From an optimization exercise on the open Yosys and OpenROAD flow, aimed at a short achievable clock period and few clock cycles; shortcuts taken in it are not production practice. RTL that was checked went through simulation tests only; none was proved equivalent to the original. Power figures rest on the tool's default switching activity, not on a simulated workload.

==> run a: inputs <==
// intc_timer
module intc_timer (
    input  wire        clk,
    input  wire        rst,
    input  wire        cmd_valid,
    output reg         cmd_ready,
    input  wire [2:0]  cmd_op,
    input  wire [23:0] cmd_arg,
    input  wire [7:0]  cmd_data,
    output reg         rsp_valid,
    output reg  [7:0]  rsp_data,
    output wire [2:0]  pend,
    output reg  [1:0]  irq_line,
    output reg  [15:0] irq_vector
);
    localparam [2:0] OP_POWER    = 3'd0;
    localparam [2:0] OP_STEP     = 3'd1;
    localparam [2:0] OP_READ     = 3'd2;
    localparam [2:0] OP_WRITE    = 3'd3;
    localparam [2:0] OP_LINE     = 3'd4;
    localparam [2:0] OP_BOUNDARY = 3'd5;
    localparam [15:0] VEC_TIQ  = 16'hFFFA;
    localparam [15:0] VEC_IRQ1 = 16'hFFF8;
    localparam [15:0] VEC_IRQ2 = 16'hFFF6;
    localparam [2:0] HOLD = 3'd5;      
    function nvc;
        input [2:0]  op;
        input [2:0]  sel;
        input        d0;
        begin
  ...
clock: 6.0 ns
lec_check: 0
abc_clock_period_in_ps: 2200
cap_margin: 20
core_margin: 2
core_utilization: 40
setup_slack_margin: 3.6
slew_margin: 20
tns_end_percent: 100
run.sh (not shown) runs the stock make flow with config.mk's settings and CLKGATE_MAP_FILE= SYNTH_SCRIPT=/design/flow/synth_recipe.tcl, a recipe that flattens the netlist after the stock synthesis.
==> inputs of run b, as changes to run a <==
--- a/flow/design.v
+++ b/flow/design.v
@@ -780,22 +780,65 @@
     wire cd_c1 = cd_gg3[7] | cd_pp3[7];
     wire expire = x_hinz || (bw ? !cd_c0 : !cd_c1);
     wire [7:0] fv_b0 = czn_b0 ? czm_b0 : cz_b0;
     wire [7:0] fv_b1 = czn_b1 ? czm_b1 : cz_b1;
     wire [7:0] step_tv = bw ? fv_b1 : fv_b0;
-    wire [7:0] cd_b0 = cd_s1;
-    wire [7:0] cd_b1 = cd_s0;
-    wire       ex_b0 = x_hinz || !cd_c1;
-    wire       ex_b1 = x_hinz || !cd_c0;
-    wire [7:0] rs_b0 = !ex_b0 ? cd_b0 : fv_b0;
-    wire [7:0] rs_b1 = !ex_b1 ? cd_b1 : fv_b1;
-    wire [7:0] sl_res = bw ? rs_b1 : rs_b0;
-    wire       sl_div = bw ? (ex_b1 && !czn_b1) : (ex_b0 && !czn_b0);
-    reg         sl2_go, sl2_div;
+    reg         sl_go, sl2_go, sl2_div;
     reg  [7:0]  sl2_res;
+    reg  [7:0]  sl_v, sl_nh8, sl_a;
     reg  [8:0]  sl_m;
     reg  [9:0]  sl_m3;
+    reg  [10:0] sl_am;
+    reg         sl_b, sl_hinz;
+    wire [10:0] sv11 = {3'b0, sl_v};
+    wire [7:0] sd_p = sl_v ^ ~sl_nh8;
+    wire [7:0] sd_gg0 = sl_v & ~sl_nh8;
+    wire [7:0] sd_pp0 = sd_p;
+    wire [7:0] sd_gg1 = sd_gg0 | (sd_pp0 & {sd_gg0[6:0], 1'b0});
+    wire [7:0] sd_pp1 = sd_pp0 & {sd_pp0[6:0], {1{1'b1}}};
+    wire [7:0] sd_gg2 = sd_gg1 | (sd_pp1 & {sd_gg1[5:0], 2'b0});
+    wire [7:0] sd_pp2 = sd_pp1 & {sd_pp1[5:0], {2{1'b1}}};
+    wire [7:0] sd_gg3 = sd_gg2 | (sd_pp2 & {sd_gg2[3:0], 4'b0});
+    wire [7:0] sd_pp3 = sd_pp2 & {sd_pp2[3:0], {4{1'b1}}};
+    wire [7:0] sd_s0 = sd_p ^ {sd_gg3[6:0], 1'b0};
+    wire [7:0] sd_s1 = sd_p ^ {sd_gg3[6:0] | sd_pp3[6:0], 1'b1};
+    wire sd_c0 = sd_gg3[7];
+    wire sd_c1 = sd_gg3[7] | sd_pp3[7];
+    wire [7:0] sd_v = sl_b ? sd_s0 : sd_s1;
+    wire       sd_n = sl_b ? !sd_c0 : !sd_c1;    
+    wire [7:0] sz_p = sl_v ^ ~sl_a;
+    wire [7:0] sz_gg0 = sl_v & ~sl_a;
+    wire [7:0] sz_pp0 = sz_p;
+    wire [7:0] sz_gg1 = sz_gg0 | (sz_pp0 & {sz_gg0[6:0], 1'b0});
+    wire [7:0] sz_pp1 = sz_pp0 & {sz_pp0[6:0], {1{1'b1}}};
+    wire [7:0] sz_gg2 = sz_gg1 | (sz_pp1 & {sz_gg1[5:0], 2'b0});
+    wire [7:0] sz_pp2 = sz_pp1 & {sz_pp1[5:0], {2{1'b1}}};
+    wire [7:0] sz_gg3 = sz_gg2 | (sz_pp2 & {sz_gg2[3:0], 4'b0});
+    wire [7:0] sz_pp3 = sz_pp2 & {sz_pp2[3:0], {4{1'b1}}};
+    wire [7:0] sz_s0 = sz_p ^ {sz_gg3[6:0], 1'b0};
+    wire [7:0] sz_s1 = sz_p ^ {sz_gg3[6:0] | sz_pp3[6:0], 1'b1};
+    wire sz_c0 = sz_gg3[7];
+    wire sz_c1 = sz_gg3[7] | sz_pp3[7];
+    wire [7:0] sz_v = sl_b ? sz_s0 : sz_s1;
+    wire       sz_n = sl_b ? !sz_c0 : !sz_c1;    
+    wire [7:0] szm_p = sl_v ^ ~sl_am[7:0];
+    wire [7:0] szm_gg0 = sl_v & ~sl_am[7:0];
+    wire [7:0] szm_pp0 = szm_p;
+    wire [7:0] szm_gg1 = szm_gg0 | (szm_pp0 & {szm_gg0[6:0], 1'b0});
+    wire [7:0] szm_pp1 = szm_pp0 & {szm_pp0[6:0], {1{1'b1}}};
+    wire [7:0] szm_gg2 = szm_gg1 | (szm_pp1 & {szm_gg1[5:0], 2'b0});
+    wire [7:0] szm_pp2 = szm_pp1 & {szm_pp1[5:0], {2{1'b1}}};
+    wire [7:0] szm_gg3 = szm_gg2 | (szm_pp2 & {szm_gg2[3:0], 4'b0});
+    wire [7:0] szm_pp3 = szm_pp2 & {szm_pp2[3:0], {4{1'b1}}};
+    wire [7:0] szm_s0 = szm_p ^ {szm_gg3[6:0], 1'b0};
+    wire [7:0] szm_s1 = szm_p ^ {szm_gg3[6:0] | szm_pp3[6:0], 1'b1};
+    wire szm_c0 = szm_gg3[7];
+    wire szm_c1 = szm_gg3[7] | szm_pp3[7];
+    wire [7:0] szm_v = sl_b ? szm_s0 : szm_s1;
+    wire       szm_n = sl_b ? !szm_c0 : !szm_c1;    
+    wire        sl_exp = sl_hinz || sd_n;
+    wire [7:0]  sl_res = !sl_exp ? sd_v : sz_n ? szm_v : sz_v;
     wire [7:0] dvs1_p = dv_r ^ ~(dv_s1[7:0]);
     wire [7:0] dvs1_gg0 = dv_r & ~(dv_s1[7:0]);
     wire [7:0] dvs1_pp0 = dvs1_p;
     wire [7:0] dvs1_gg1 = dvs1_gg0 | (dvs1_pp0 & {dvs1_gg0[6:0], 1'b0});
     wire [7:0] dvs1_pp1 = dvs1_pp0 & {dvs1_pp0[6:0], {1{1'b1}}};
@@ -838,25 +881,31 @@
     wire dvs3_c0 = dvs3_gg3[7];
     wire dvs3_c1 = dvs3_gg3[7] | dvs3_pp3[7];
     wire dv_ge3 = dv_s3[15:8] == 8'd0 && dvs3_c1;
     wire [7:0] dv_d3 = dvs3_s1[7:0];
     wire [7:0] dv_n = dv_ge3 ? dv_d3 : dv_ge2 ? dv_d2 : dv_ge1 ? dv_d1 : dv_r;
-    wire trans = sl2_go || dv_busy || tvalue > r_rel || (p1_v && p1_pkt[F_LOW]) || (p2_v && p2_pkt[F_LOW]) || (p3_v && p3_pkt[F_LOW]) || (p4_v && p4_pkt[F_LOW]) || (p5_v && p5_pkt[F_LOW]) || (p6_v && p6_pkt[F_LOW]) || (p7_v && p7_pkt[F_LOW]);
+    wire trans = sl_go || sl2_go || dv_busy || tvalue > r_rel || (p1_v && p1_pkt[F_LOW]) || (p2_v && p2_pkt[F_LOW]) || (p3_v && p3_pkt[F_LOW]) || (p4_v && p4_pkt[F_LOW]) || (p5_v && p5_pkt[F_LOW]) || (p6_v && p6_pkt[F_LOW]) || (p7_v && p7_pkt[F_LOW]);
     assign s0_flag = s0_step && f_ten && s0_nhi >= {5'b0, f_m} && trans;
     wire x_flag = p7_pkt[F_FLAG];
     wire [2:0] pend_n = !go ? pend_r :
                         x_power ? 3'b0 :
                         x_bound ? {x_pm[2:1], x_pm[0] & tline} : pend_r;
     always @(posedge clk) begin
         sl2_res <= sl_res;
-        sl2_div <= sl_div;
-        if (!sl2_go) begin
+        sl2_div <= sl_exp && !sz_n;
+        if (!sl_go && !sl2_go) begin
+            sl_v    <= tvalue;
+            sl_nh8  <= x_b;
+            sl_a    <= p7_a;
+            sl_am   <= p7_am;
             sl_m    <= x_m;
             sl_m3   <= x_m3;
+            sl_b    <= bw;
+            sl_hinz <= x_hinz;
         end
         if (!dv_busy) begin
-            dv_r  <= sl2_res;
+            dv_r  <= sl_res;
             dv_s1 <= {1'b0, sl_m, 6'b0};
             dv_s2 <= {sl_m, 7'b0};
             dv_s3 <= {sl_m3, 6'b0};
         end else begin
             dv_r  <= dv_n;
@@ -870,26 +919,26 @@
             tcount    <= 10'd0;
             tvalue    <= 8'd0;
             tline     <= 1'b0;
             pend_r    <= 3'b0;
             r_rel     <= 8'd0;
+            sl_go     <= 1'b0;
             sl2_go    <= 1'b0;
             dv_busy   <= 1'b0;
             dv_cnt    <= 2'd0;
             rsp_valid <= 1'b0;
         end else begin
             rsp_valid <= go;
             pend_r    <= pend_n;
-            sl2_go    <= go && x_step && x_flag;
-            if (sl2_go) begin
-                if (!sl2_div)
-                    tvalue <= sl2_res;
-                else begin
-                    dv_busy <= 1'b1;
-                    dv_cnt  <= 2'd0;
-                end
+            sl_go     <= go && x_step && x_flag;
+            sl2_go    <= sl_go;
+            if (sl_go && sl_exp && !sz_n) begin
+                dv_busy <= 1'b1;
+                dv_cnt  <= 2'd0;
             end
+            if (sl2_go && !sl2_div)
+                tvalue <= sl2_res;
             if (dv_busy) begin
                 dv_cnt <= dv_cnt + 2'd1;
                 if (dv_cnt == 2'd3) begin
                     dv_busy <= 1'b0;
                     tvalue  <= dv_n;
Settings changed: CORE_UTILIZATION 40 to 45, SETUP_SLACK_MARGIN 3.6 to 3.2.
==> inputs of run c, as changes to run a <==
--- a/flow/design.v
+++ b/flow/design.v
@@ -780,22 +780,65 @@
     wire cd_c1 = cd_gg3[7] | cd_pp3[7];
     wire expire = x_hinz || (bw ? !cd_c0 : !cd_c1);
     wire [7:0] fv_b0 = czn_b0 ? czm_b0 : cz_b0;
     wire [7:0] fv_b1 = czn_b1 ? czm_b1 : cz_b1;
     wire [7:0] step_tv = bw ? fv_b1 : fv_b0;
-    wire [7:0] cd_b0 = cd_s1;
-    wire [7:0] cd_b1 = cd_s0;
-    wire       ex_b0 = x_hinz || !cd_c1;
-    wire       ex_b1 = x_hinz || !cd_c0;
-    wire [7:0] rs_b0 = !ex_b0 ? cd_b0 : fv_b0;
-    wire [7:0] rs_b1 = !ex_b1 ? cd_b1 : fv_b1;
-    wire [7:0] sl_res = bw ? rs_b1 : rs_b0;
-    wire       sl_div = bw ? (ex_b1 && !czn_b1) : (ex_b0 && !czn_b0);
-    reg         sl2_go, sl2_div;
+    reg         sl_go, sl2_go, sl2_div;
     reg  [7:0]  sl2_res;
+    reg  [7:0]  sl_v, sl_nh8, sl_a;
     reg  [8:0]  sl_m;
     reg  [9:0]  sl_m3;
+    reg  [10:0] sl_am;
+    reg         sl_b, sl_hinz;
+    wire [10:0] sv11 = {3'b0, sl_v};
+    wire [7:0] sd_p = sl_v ^ ~sl_nh8;
+    wire [7:0] sd_gg0 = sl_v & ~sl_nh8;
+    wire [7:0] sd_pp0 = sd_p;
+    wire [7:0] sd_gg1 = sd_gg0 | (sd_pp0 & {sd_gg0[6:0], 1'b0});
+    wire [7:0] sd_pp1 = sd_pp0 & {sd_pp0[6:0], {1{1'b1}}};
+    wire [7:0] sd_gg2 = sd_gg1 | (sd_pp1 & {sd_gg1[5:0], 2'b0});
+    wire [7:0] sd_pp2 = sd_pp1 & {sd_pp1[5:0], {2{1'b1}}};
+    wire [7:0] sd_gg3 = sd_gg2 | (sd_pp2 & {sd_gg2[3:0], 4'b0});
+    wire [7:0] sd_pp3 = sd_pp2 & {sd_pp2[3:0], {4{1'b1}}};
+    wire [7:0] sd_s0 = sd_p ^ {sd_gg3[6:0], 1'b0};
+    wire [7:0] sd_s1 = sd_p ^ {sd_gg3[6:0] | sd_pp3[6:0], 1'b1};
+    wire sd_c0 = sd_gg3[7];
+    wire sd_c1 = sd_gg3[7] | sd_pp3[7];
+    wire [7:0] sd_v = sl_b ? sd_s0 : sd_s1;
+    wire       sd_n = sl_b ? !sd_c0 : !sd_c1;    
+    wire [7:0] sz_p = sl_v ^ ~sl_a;
+    wire [7:0] sz_gg0 = sl_v & ~sl_a;
+    wire [7:0] sz_pp0 = sz_p;
+    wire [7:0] sz_gg1 = sz_gg0 | (sz_pp0 & {sz_gg0[6:0], 1'b0});
+    wire [7:0] sz_pp1 = sz_pp0 & {sz_pp0[6:0], {1{1'b1}}};
+    wire [7:0] sz_gg2 = sz_gg1 | (sz_pp1 & {sz_gg1[5:0], 2'b0});
+    wire [7:0] sz_pp2 = sz_pp1 & {sz_pp1[5:0], {2{1'b1}}};
+    wire [7:0] sz_gg3 = sz_gg2 | (sz_pp2 & {sz_gg2[3:0], 4'b0});
+    wire [7:0] sz_pp3 = sz_pp2 & {sz_pp2[3:0], {4{1'b1}}};
+    wire [7:0] sz_s0 = sz_p ^ {sz_gg3[6:0], 1'b0};
+    wire [7:0] sz_s1 = sz_p ^ {sz_gg3[6:0] | sz_pp3[6:0], 1'b1};
+    wire sz_c0 = sz_gg3[7];
+    wire sz_c1 = sz_gg3[7] | sz_pp3[7];
+    wire [7:0] sz_v = sl_b ? sz_s0 : sz_s1;
+    wire       sz_n = sl_b ? !sz_c0 : !sz_c1;    
+    wire [7:0] szm_p = sl_v ^ ~sl_am[7:0];
+    wire [7:0] szm_gg0 = sl_v & ~sl_am[7:0];
+    wire [7:0] szm_pp0 = szm_p;
+    wire [7:0] szm_gg1 = szm_gg0 | (szm_pp0 & {szm_gg0[6:0], 1'b0});
+    wire [7:0] szm_pp1 = szm_pp0 & {szm_pp0[6:0], {1{1'b1}}};
+    wire [7:0] szm_gg2 = szm_gg1 | (szm_pp1 & {szm_gg1[5:0], 2'b0});
+    wire [7:0] szm_pp2 = szm_pp1 & {szm_pp1[5:0], {2{1'b1}}};
+    wire [7:0] szm_gg3 = szm_gg2 | (szm_pp2 & {szm_gg2[3:0], 4'b0});
+    wire [7:0] szm_pp3 = szm_pp2 & {szm_pp2[3:0], {4{1'b1}}};
+    wire [7:0] szm_s0 = szm_p ^ {szm_gg3[6:0], 1'b0};
+    wire [7:0] szm_s1 = szm_p ^ {szm_gg3[6:0] | szm_pp3[6:0], 1'b1};
+    wire szm_c0 = szm_gg3[7];
+    wire szm_c1 = szm_gg3[7] | szm_pp3[7];
+    wire [7:0] szm_v = sl_b ? szm_s0 : szm_s1;
+    wire       szm_n = sl_b ? !szm_c0 : !szm_c1;    
+    wire        sl_exp = sl_hinz || sd_n;
+    wire [7:0]  sl_res = !sl_exp ? sd_v : sz_n ? szm_v : sz_v;
     wire [7:0] dvs1_p = dv_r ^ ~(dv_s1[7:0]);
     wire [7:0] dvs1_gg0 = dv_r & ~(dv_s1[7:0]);
     wire [7:0] dvs1_pp0 = dvs1_p;
     wire [7:0] dvs1_gg1 = dvs1_gg0 | (dvs1_pp0 & {dvs1_gg0[6:0], 1'b0});
     wire [7:0] dvs1_pp1 = dvs1_pp0 & {dvs1_pp0[6:0], {1{1'b1}}};
@@ -838,25 +881,31 @@
     wire dvs3_c0 = dvs3_gg3[7];
     wire dvs3_c1 = dvs3_gg3[7] | dvs3_pp3[7];
     wire dv_ge3 = dv_s3[15:8] == 8'd0 && dvs3_c1;
     wire [7:0] dv_d3 = dvs3_s1[7:0];
     wire [7:0] dv_n = dv_ge3 ? dv_d3 : dv_ge2 ? dv_d2 : dv_ge1 ? dv_d1 : dv_r;
-    wire trans = sl2_go || dv_busy || tvalue > r_rel || (p1_v && p1_pkt[F_LOW]) || (p2_v && p2_pkt[F_LOW]) || (p3_v && p3_pkt[F_LOW]) || (p4_v && p4_pkt[F_LOW]) || (p5_v && p5_pkt[F_LOW]) || (p6_v && p6_pkt[F_LOW]) || (p7_v && p7_pkt[F_LOW]);
+    wire trans = sl_go || sl2_go || dv_busy || tvalue > r_rel || (p1_v && p1_pkt[F_LOW]) || (p2_v && p2_pkt[F_LOW]) || (p3_v && p3_pkt[F_LOW]) || (p4_v && p4_pkt[F_LOW]) || (p5_v && p5_pkt[F_LOW]) || (p6_v && p6_pkt[F_LOW]) || (p7_v && p7_pkt[F_LOW]);
     assign s0_flag = s0_step && f_ten && s0_nhi >= {5'b0, f_m} && trans;
     wire x_flag = p7_pkt[F_FLAG];
     wire [2:0] pend_n = !go ? pend_r :
                         x_power ? 3'b0 :
                         x_bound ? {x_pm[2:1], x_pm[0] & tline} : pend_r;
     always @(posedge clk) begin
         sl2_res <= sl_res;
-        sl2_div <= sl_div;
-        if (!sl2_go) begin
+        sl2_div <= sl_exp && !sz_n;
+        if (!sl_go && !sl2_go) begin
+            sl_v    <= tvalue;
+            sl_nh8  <= x_b;
+            sl_a    <= p7_a;
+            sl_am   <= p7_am;
             sl_m    <= x_m;
             sl_m3   <= x_m3;
+            sl_b    <= bw;
+            sl_hinz <= x_hinz;
         end
         if (!dv_busy) begin
-            dv_r  <= sl2_res;
+            dv_r  <= sl_res;
             dv_s1 <= {1'b0, sl_m, 6'b0};
             dv_s2 <= {sl_m, 7'b0};
             dv_s3 <= {sl_m3, 6'b0};
         end else begin
             dv_r  <= dv_n;
@@ -870,26 +919,26 @@
             tcount    <= 10'd0;
             tvalue    <= 8'd0;
             tline     <= 1'b0;
             pend_r    <= 3'b0;
             r_rel     <= 8'd0;
+            sl_go     <= 1'b0;
             sl2_go    <= 1'b0;
             dv_busy   <= 1'b0;
             dv_cnt    <= 2'd0;
             rsp_valid <= 1'b0;
         end else begin
             rsp_valid <= go;
             pend_r    <= pend_n;
-            sl2_go    <= go && x_step && x_flag;
-            if (sl2_go) begin
-                if (!sl2_div)
-                    tvalue <= sl2_res;
-                else begin
-                    dv_busy <= 1'b1;
-                    dv_cnt  <= 2'd0;
-                end
+            sl_go     <= go && x_step && x_flag;
+            sl2_go    <= sl_go;
+            if (sl_go && sl_exp && !sz_n) begin
+                dv_busy <= 1'b1;
+                dv_cnt  <= 2'd0;
             end
+            if (sl2_go && !sl2_div)
+                tvalue <= sl2_res;
             if (dv_busy) begin
                 dv_cnt <= dv_cnt + 2'd1;
                 if (dv_cnt == 2'd3) begin
                     dv_busy <= 1'b0;
                     tvalue  <= dv_n;
Settings changed: SETUP_SLACK_MARGIN 3.6 to 4.0.
==> notes <==
- Of run a and run b, run b has the higher synthesized cell count (gap about 4%, measured against run b).
- Against run a, the maximum frequency of run c is smaller by 7.9%.
- In run c the utilization is higher than in run b, by 1.3 points.
- Routed wire length: run c > run a > run b.
==> figures <==
quantity	run b	run c	run a
Result of the run	finished clean	finished clean	finished clean
Worst Hold Launch	p6_pkt[0]	p6_pkt[0]	p5_pkt[0]
Final setup skew	0.0464 ns	0.0471 ns	0.0276 ns
PnR Total Power	15.9 mW	18.5 mW	17.0 mW
Total non-filler cell area in the finished layout	35700 um2	41300 um2	38100 um2
Cell total after placement	3871	3965	3815
Utilization after layout	53.3%	54.5%	53.2%
Multiplexer share of the synthesized area	3.02%	3.02%	3.61%
Vias per Instance	5.26	5.17	5.22
Setup slack after layout	3.14 ns	3.07 ns	3.30 ns
Testbench counts of run b, summed over its fixed seeds: cycles 5,042.
Testbench counts of run c, summed over its fixed seeds: cycles 5,042.
For run a, only the layout was checked, not whether the RTL still works.

static timing again, ports no longer ideal:
In the flow no input, the clock included, has a driving cell. The finished layouts below were timed again as built, in two steps.
Step 1, drivers: a clkbuf_16 drives clk and a buf_2 each remaining input, both assumed.
Step 2 adds t to the input delays and takes it off the output delays; t is the mean of the earliest and latest rising clock arrival at the registers after step 1. Input paths then give back, and output paths get back, about the clock's delay inside the block.
Slacks: ideal ports / drivers / drivers and shift; pairs: ideal ports / drivers.
run	shift t [ns]	slack for setup (ns)	worst hold slack (ns)
run a	0.685	3.304 / 3.304 / 2.896	0.316 / 0.316 / 0.316
run b	0.697	3.137 / 3.137 / 2.677	0.312 / 0.312 / 0.312
run c	0.684	3.072 / 3.072 / 2.924	0.311 / 0.311 / 0.311
After both steps setup and hold are still met in every run listed. The setup slack of run b, which loses most, moves by 0.000 ns with the drivers and by -0.460 ns with both steps.
